This is an optimization exercise on Yosys and OpenROAD, whose aim is small area, not a production implementation. The RTL was checked by simulation tests, not by an equivalence proof against the original design. Power figures rest on the tool's default switching activity, not on a simulated workload.

Setup of v49:
Design saes_core, start of the top module:
module saes_core (
    input  wire        clk,
    input  wire        rst,      
    input  wire        req,
    input  wire        we,
    input  wire [3:0]  addr,
    input  wire [15:0] wdata,
    output reg         ack,
    output wire [15:0] rdata
);
Size in the first run: ~860 cells after synthesis, about 190 flip-flops, ~41 I/O pins, about 0.0071 mm² of cells after synthesis.
==> flow/config.mk <==
export PLATFORM = sky130hd
export DESIGN_NAME = saes_core
export DESIGN_NICKNAME = saes_core
export VERILOG_FILES = /design/flow/design.v
export SDC_FILE = /design/flow/constraint.sdc
export NUM_CORES = 4
export LEC_CHECK = 0
export ABC_AREA = 1
export CAP_MARGIN = 20
export CORE_MARGIN = 2
export CORE_UTILIZATION = 40
export CTS_BUF_LIST = sky130_fd_sc_hd__clkbuf_8
export CTS_CLUSTER_DIAMETER = 100
export CTS_CLUSTER_SIZE = 20
export SLEW_MARGIN = 20
==> flow/constraint.sdc <==
create_clock -name core_clock -period 20.0 [get_ports {clk}]
set_input_delay 4.0000 -clock core_clock [delete_from_list [all_inputs] [get_ports {clk}]]
set_output_delay 4.0000 -clock core_clock [all_outputs]
set_load 0.01 [all_outputs]
standard.sh (not shown) runs the stock make flow with config.mk's settings and CLKGATE_MAP_FILE= SYNTH_SCRIPT=/design/flow/synth_recipe.tcl, a recipe that flattens the netlist after the stock synthesis.
==> flow/flow/run.sh <==
#!/bin/bash
# Own layout flow: the standard flow, except that synthesis maps the logic
# with an area-oriented ABC script (flow/abc_area.script) and without Yosys's
# adder extraction, and the port buffers are the smallest buffer. The
# registers, their names and cell types are those of the standard synthesis.
set -euo pipefail
WORK=$(pwd)

# ORFS scripts with our ABC script in place of abc_area.script
rm -rf "$WORK/scripts_area"
cp -r "$FLOW_HOME/scripts" "$WORK/scripts_area"
cp "$WORK/flow/abc_area.script" "$WORK/scripts_area/abc_area.script"

bash standard.sh synth SCRIPTS_DIR="$WORK/scripts_area" ADDER_MAP_FILE= \
    > "$WORK/synth.log" 2>&1
CTS="-sink_clustering_enable -repair_clock_nets -sink_clustering_size 30"
CTS="$CTS -sink_clustering_max_diameter 150 -buf_list sky130_fd_sc_hd__clkbuf_8 -dont_use_dummy_load"
bash standard.sh finish "BUFFER_PORTS_ARGS=-buffer_cell sky130_fd_sc_hd__buf_1" "CTS_ARGS=$CTS" \
    > "$WORK/layout.log" 2>&1
test -f "$WORK/out/final.def"
==> flow/flow/abc_area.script <==
strash
&get -n
&deepsyn -T 60
&put
dch
map -a
topo
v49 ended with every stage complete and zero timing, DRC or antenna violations.
diff inputs: v49 => v34
==> flow/run.sh (new file) <==
#!/bin/bash
# synth_recipe.tcl (not shown) runs the flow's synth.tcl, then flattens the netlist and writes it again
# the make line also repeats each setting of config.mk as NAME=value (left out here)
make -C /OpenROAD-flow-scripts/flow DESIGN_CONFIG=/design/flow/config.mk WORK_HOME=/design/flow/orfs CLKGATE_MAP_FILE= SYNTH_SCRIPT=/design/flow/synth_recipe.tcl finish
removed: flow/flow/run.sh
removed: flow/flow/abc_area.script
removed: flow/standard.sh
==> run summary <==
- Design area was lower in the run labelled v49.
- Both conditions hold for v34: the flow ran to the end and the final layout passed the timing, DRC and antenna checks.
- Worst setup slack (higher): v34
- Compared with v49, v34 instantiates a larger number of standard cells.
- [v34] power share of the sequential group fell 19 points relative to v49
- Delta (v34 minus v49): worst-case headroom to the max-slew limit now larger, share of power burned in the clock network now smaller, total length of routed wires now larger, worst setup slack after placement now larger.
- Relative to v49, post-CTS clock slew at the launch and capture registers of the worst setup and hold paths has increased by 30 ps in v34.
The inputs of v5 differ from those of v34 as listed below.
==> flow/flow/run.sh (new file) <==
#!/bin/bash
# Own layout flow: the standard flow, except that synthesis maps the logic
# with an area-oriented ABC script (flow/abc_area.script) and without Yosys's
# adder extraction, and the port buffers are the smallest buffer. The
# registers, their names and cell types are those of the standard synthesis.
set -euo pipefail
WORK=$(pwd)

# ORFS scripts with our ABC script in place of abc_area.script
rm -rf "$WORK/scripts_area"
cp -r "$FLOW_HOME/scripts" "$WORK/scripts_area"
cp "$WORK/flow/abc_area.script" "$WORK/scripts_area/abc_area.script"

bash standard.sh synth SCRIPTS_DIR="$WORK/scripts_area" ADDER_MAP_FILE= \
    > "$WORK/synth.log" 2>&1
bash standard.sh finish "BUFFER_PORTS_ARGS=-buffer_cell sky130_fd_sc_hd__buf_1" \
    > "$WORK/layout.log" 2>&1
test -f "$WORK/out/final.def"
==> flow/flow/abc_area.script (new file) <==
strash
&get -n
&deepsyn -T 60
&put
dch
map -a
topo
==> flow/standard.sh (new file) <==
#!/bin/bash
# synth_recipe.tcl (not shown) runs the flow's synth.tcl, then flattens the netlist and writes it again
# the make line also repeats each setting of config.mk as NAME=value (left out here)
make -C /OpenROAD-flow-scripts/flow DESIGN_CONFIG=/design/flow/config.mk WORK_HOME=/design/flow/orfs CLKGATE_MAP_FILE= SYNTH_SCRIPT=/design/flow/synth_recipe.tcl "${@:-finish}"
removed: flow/run.sh
## What came out
Final estimated routing congestion in global placement, v5 and v34: higher on v5
What v5 reported for critical path depth has to be multiplied by 0.917 to get the figure for v34.
Via count delta for v5 relative to v34: 2342 lower
As of v5, first-pass GRT wire length had fallen by more than a quarter compared to v34.
v5: number of instances in the synthesized netlist 34% below v34
v5 ends up with a cell area after synthesis that is 26% lower than in v34.
Diff v34 -> v5 | register-to-register slack | decrease of 1540 ps

saes_core, a different RTL version from the one above (not shown whole).
Size: ~600 cells after synthesis, ~190 flip-flops, ~41 I/O pins, about 0.0064 mm² of cells after synthesis.
==> flow/config.mk <==
export PLATFORM = sky130hd
export DESIGN_NAME = saes_core
export DESIGN_NICKNAME = saes_core
export VERILOG_FILES = /design/flow/design.v
export SDC_FILE = /design/flow/constraint.sdc
export NUM_CORES = 4
export LEC_CHECK = 0
export ABC_AREA = 1
export CAP_MARGIN = 20
export CORE_MARGIN = 2
export CORE_UTILIZATION = 40
export CTS_BUF_LIST = sky130_fd_sc_hd__clkbuf_8
export CTS_CLUSTER_DIAMETER = 100
export CTS_CLUSTER_SIZE = 20
export GPL_TIMING_DRIVEN = 0
export SLEW_MARGIN = 20
==> flow/constraint.sdc <==
create_clock -name core_clock -period 20.0 [get_ports {clk}]
set_input_delay 4.0000 -clock core_clock [delete_from_list [all_inputs] [get_ports {clk}]]
set_output_delay 4.0000 -clock core_clock [all_outputs]
set_load 0.01 [all_outputs]
==> flow/flow/run.sh <==
#!/bin/bash
# Own layout flow: the standard flow, except that
#  - synthesis maps the logic with an area-oriented ABC script
#    (flow/abc_area.script), as the best of several seeds (flow/abc_multi.tcl),
#    and without Yosys's adder extraction;
#  - the port buffers are the smallest buffer;
#  - clock tree synthesis inserts no dummy loads.
# The registers, their names and cell types are those of the standard synthesis.
set -euo pipefail
WORK=$(pwd)

# ORFS scripts with our ABC step in place of the single ABC call
rm -rf "$WORK/scripts_area"
cp -r "$FLOW_HOME/scripts" "$WORK/scripts_area"
python3 - "$WORK/scripts_area/synth.tcl" "$WORK/flow/abc_multi.tcl" <<'PY'
import sys
path, multi = sys.argv[1], sys.argv[2]
s = open(path).read()
old = "  log_cmd abc {*}$abc_args\n"
assert s.count(old) == 1
s = s.replace(old, "  source %s\n" % multi)
open(path, "w").write(s)
PY
export FLOW_ABC_TEMPLATE="$WORK/flow/abc_area.script"

bash standard.sh synth SCRIPTS_DIR="$WORK/scripts_area" ADDER_MAP_FILE= \
    > "$WORK/synth.log" 2>&1
CTS="-sink_clustering_enable -repair_clock_nets -sink_clustering_size 20"
CTS="$CTS -sink_clustering_max_diameter 100 -buf_list sky130_fd_sc_hd__clkbuf_8 -dont_use_dummy_load"
bash standard.sh finish "BUFFER_PORTS_ARGS=-buffer_cell sky130_fd_sc_hd__buf_1" "CTS_ARGS=$CTS" \
    > "$WORK/layout.log" 2>&1
test -f "$WORK/out/final.def"
==> flow/flow/abc_multi.tcl <==
# Sourced by synthesis in place of its single ABC call: map the logic several
# times with flow/abc_area.script, each time with another deepsyn seed
# (@SEED@), and keep the mapping with the smallest area.
set abc_tries 1
design -save abc_pre
set best_area ""
set best_i -1
for {set i 0} {$i < $abc_tries} {incr i} {
  design -load abc_pre
  set in [open $::env(FLOW_ABC_TEMPLATE) r]
  set txt [read $in]
  close $in
  set sc $::env(OBJECTS_DIR)/abc_try_$i.script
  set out [open $sc w]
  puts -nonewline $out [string map [list @SEED@ $i] $txt]
  close $out
  set try_args $abc_args
  lset try_args [expr {[lsearch -exact $try_args -script] + 1}] $sc
  log_cmd abc {*}$try_args
  set rpt $::env(OBJECTS_DIR)/abc_try_$i.stat
  tee -q -o $rpt stat {*}$lib_args
  set fh [open $rpt r]
  set st [read $fh]
  close $fh
  regexp {Chip area for module '[^']*': ([0-9.]+)} $st -> area
  puts "ABC try $i: area $area"
  if { $best_area eq "" || $area < $best_area } {
    set best_area $area
    set best_i $i
    design -save abc_best
  }
}
design -load abc_best
puts "ABC best try $best_i: area $best_area"
Other scripts of this flow, unchanged in this note and not shown: flow/flow/abc_area.script
The starting point passed the timing, DRC and antenna checks.
Edit:
--- a/flow/flow/abc_multi.tcl
+++ b/flow/flow/abc_multi.tcl
@@ -2,5 +2,5 @@
 # times with flow/abc_area.script, each time with another deepsyn seed
 # (@SEED@), and keep the mapping with the smallest area.
-set abc_tries 1
+set abc_tries 6
 design -save abc_pre
 set best_area ""
- total power hardly moves
- global-route usage went down by 0.46 points
- routed wire length went down by 1.1%
- area after synthesis went down by about 0.6%

Setup of epsilon:
saes_core with an RTL version that a note above also has.
For scale: ~860 cells after synthesis.
==> flow/design.v (excerpt) <==
module saes_core (
    input  wire        clk,
    input  wire        rst,      
    input  wire        req,
    input  wire        we,
    input  wire [3:0]  addr,
    input  wire [15:0] wdata,
    output reg         ack,
    output wire [15:0] rdata
);
    localparam [3:0] I_DOUT = 4'd0, I_R1I = 4'd1, I_K1 = 4'd2, I_IV = 4'd5,
                     I_CHAIN = 4'd6, I_DIN = 4'd7, I_RK0 = 4'd8;
    localparam [3:0] OP_GMUL = 4'h1, OP_SUBN = 4'h2, OP_ISUBN = 4'h3, OP_SHROW = 4'h4,
                     OP_MIXC = 4'h5, OP_IMIXC = 4'h6, OP_KEXP = 4'h7, OP_ENC = 4'h8,
                     OP_DEC  = 4'h9, OP_CBCI = 4'hA, OP_CBCE = 4'hB, OP_CBCD = 4'hC;
    localparam [1:0] S_IDLE = 2'd0, S_CLR = 2'd1, S_WAIT = 2'd2, S_RUN = 2'd3;
    localparam [2:0] F_S = 3'd0, F_Z = 3'd1, F_SB = 3'd2, F_MC = 3'd3, F_IMC = 3'd4,
                     F_AF = 3'd5, F_KS = 3'd6;
    localparam [2:0] X_0 = 3'd0, X_P = 3'd1, X_SRP = 3'd2, X_GM = 3'd3, X_WD = 3'd4,
                     X_CMD = 3'd5, X_ST = 3'd6;
    reg  [143:0] ring;
    wire [15:0]  P = ring[143:128];
    reg  [3:0]   ph;
    reg  [15:0]  S;
    reg  [7:0]   cmd_code;
    reg          cv, eany;
    reg          kv;        
    reg  [1:0]   ecode;
    reg  [1:0]   st;
    reg  [2:0]   rv;        
    reg  [1:0]   stg;       
    reg          wl;        
    assign rdata = S;
    wire [3:0] opc = cmd_code[7:4];
    wire [1:0] vv  = cmd_code[3:2];
    wire [3:0] sn3, sn2, sn1, sn0;
    saes_sbox u_s3 (.x(S[15:12]), .y(sn3));
    saes_sbox u_s2 (.x(S[11:8]),  .y(sn2));
    saes_sbox u_s1 (.x(S[7:4]),   .y(sn1));
    saes_sbox u_s0 (.x(S[3:0]),   .y(sn0));
    wire [15:0] sb_s = {sn3, sn2, sn0, sn1};            
    wire [15:0] af_s;
    saes_affinv u_a3 (.y(S[15:12]), .x(af_s[15:12]));
    saes_affinv u_a2 (.y(S[11:8]),  .x(af_s[11:8]));
    saes_affinv u_a1 (.y(S[7:4]),   .x(af_s[7:4]));
  ...
Settings: LEC_CHECK=0, ABC_AREA=1, CAP_MARGIN=20, CORE_MARGIN=2, CORE_UTILIZATION=40, CTS_BUF_LIST=sky130_fd_sc_hd__clkbuf_8, CTS_CLUSTER_DIAMETER=100, CTS_CLUSTER_SIZE=20, SLEW_MARGIN=20; clock period 20.0 ns.
==> flow/flow/run.sh <==
#!/bin/bash
# Own layout flow: the standard flow, except that synthesis maps the logic
# with an area-oriented ABC script (flow/abc_area.script) and without Yosys's
# adder extraction, and the port buffers are the smallest buffer. The
# registers, their names and cell types are those of the standard synthesis.
set -euo pipefail
WORK=$(pwd)

# ORFS scripts with our ABC script in place of abc_area.script
rm -rf "$WORK/scripts_area"
cp -r "$FLOW_HOME/scripts" "$WORK/scripts_area"
cp "$WORK/flow/abc_area.script" "$WORK/scripts_area/abc_area.script"

bash standard.sh synth SCRIPTS_DIR="$WORK/scripts_area" ADDER_MAP_FILE= \
    > "$WORK/synth.log" 2>&1
CTS="-sink_clustering_enable -repair_clock_nets -sink_clustering_size 45"
CTS="$CTS -sink_clustering_max_diameter 200 -buf_list sky130_fd_sc_hd__clkbuf_8 -dont_use_dummy_load"
bash standard.sh finish "BUFFER_PORTS_ARGS=-buffer_cell sky130_fd_sc_hd__buf_1" "CTS_ARGS=$CTS" \
    > "$WORK/layout.log" 2>&1
test -f "$WORK/out/final.def"
==> flow/flow/abc_area.script <==
strash
&get -n
&deepsyn -T 60
&put
dch
map -a
topo
[inputs] gamma vs epsilon
--- a/flow/flow/run.sh
+++ b/flow/flow/run.sh
@@ -14,6 +14,6 @@
 bash standard.sh synth SCRIPTS_DIR="$WORK/scripts_area" ADDER_MAP_FILE= \
     > "$WORK/synth.log" 2>&1
-CTS="-sink_clustering_enable -repair_clock_nets -sink_clustering_size 45"
-CTS="$CTS -sink_clustering_max_diameter 200 -buf_list sky130_fd_sc_hd__clkbuf_8 -dont_use_dummy_load"
+CTS="-sink_clustering_enable -repair_clock_nets -sink_clustering_size 20"
+CTS="$CTS -sink_clustering_max_diameter 100 -buf_list sky130_fd_sc_hd__clkbuf_8 -dont_use_dummy_load"
 bash standard.sh finish "BUFFER_PORTS_ARGS=-buffer_cell sky130_fd_sc_hd__buf_1" "CTS_ARGS=$CTS" \
     > "$WORK/layout.log" 2>&1
Results
- Reported for gamma and epsilon, compound-gate portion of the synthesized area turned out identical to the last digit.
- Re global-route wire length before repair: no difference whatsoever between epsilon and gamma.
- Going from epsilon to gamma, multi-input combinational cell area barely changed, cell count of the worst reg-to-reg path barely changed.
- Re overall power: no difference whatsoever between epsilon and gamma.
- There was hardly any difference in area growth from synthesis to layout between epsilon and gamma.
- gamma against epsilon: clock network area share level, max-cap check violation count essentially unchanged.

## what the ideal ports hide
In the flow no input, the clock included, has a driving cell. The finished layouts below were timed again as built, in two steps. Step 1 (the two cells are an assumption about what drives the block):
set clk [get_ports {clk}]
set_driving_cell -lib_cell sky130_fd_sc_hd__clkbuf_16 $clk
set_driving_cell -lib_cell sky130_fd_sc_hd__buf_2 [delete_from_list [all_inputs] $clk]
Step 2 also shifts input and output timing later by t, the mid clock arrival at the registers, as if the neighbouring blocks saw the same clock. Slacks: ideal / step 1 / step 2; pairs: ideal / step 1.
run | shift t [ns] | setup slack, ns | worst setup path at the end | worst register clock-pin slew, ns | cell pins on the clock port's net
v49 | 0.476 | 12.138 / 12.159 / 11.683 | input to register | 0.10 / 0.10 | 1
v34 | 0.495 | 12.792 / 12.810 / 12.315 | input to register | 0.12 / 0.12 | 1
v5 | 0.492 | 12.213 / 12.234 / 11.741 | input to register | 0.11 / 0.11 | 1
the first run of note 2 | 0.474 | 12.310 / 12.327 / 11.853 | input to register | 0.10 / 0.10 | 1
the second run of note 2 | 0.467 | 11.550 / 11.555 / 11.088 | input to register | 0.09 / 0.09 | 1
epsilon | 0.476 | 12.138 / 12.159 / 11.683 | input to register | 0.10 / 0.10 | 1
gamma | 0.476 | 12.138 / 12.159 / 11.683 | input to register | 0.10 / 0.10 | 1
After both steps setup and hold are still met in every run listed. The setup slack of v34, which loses most, moves by +0.018 ns with the drivers and by -0.477 ns with both steps.
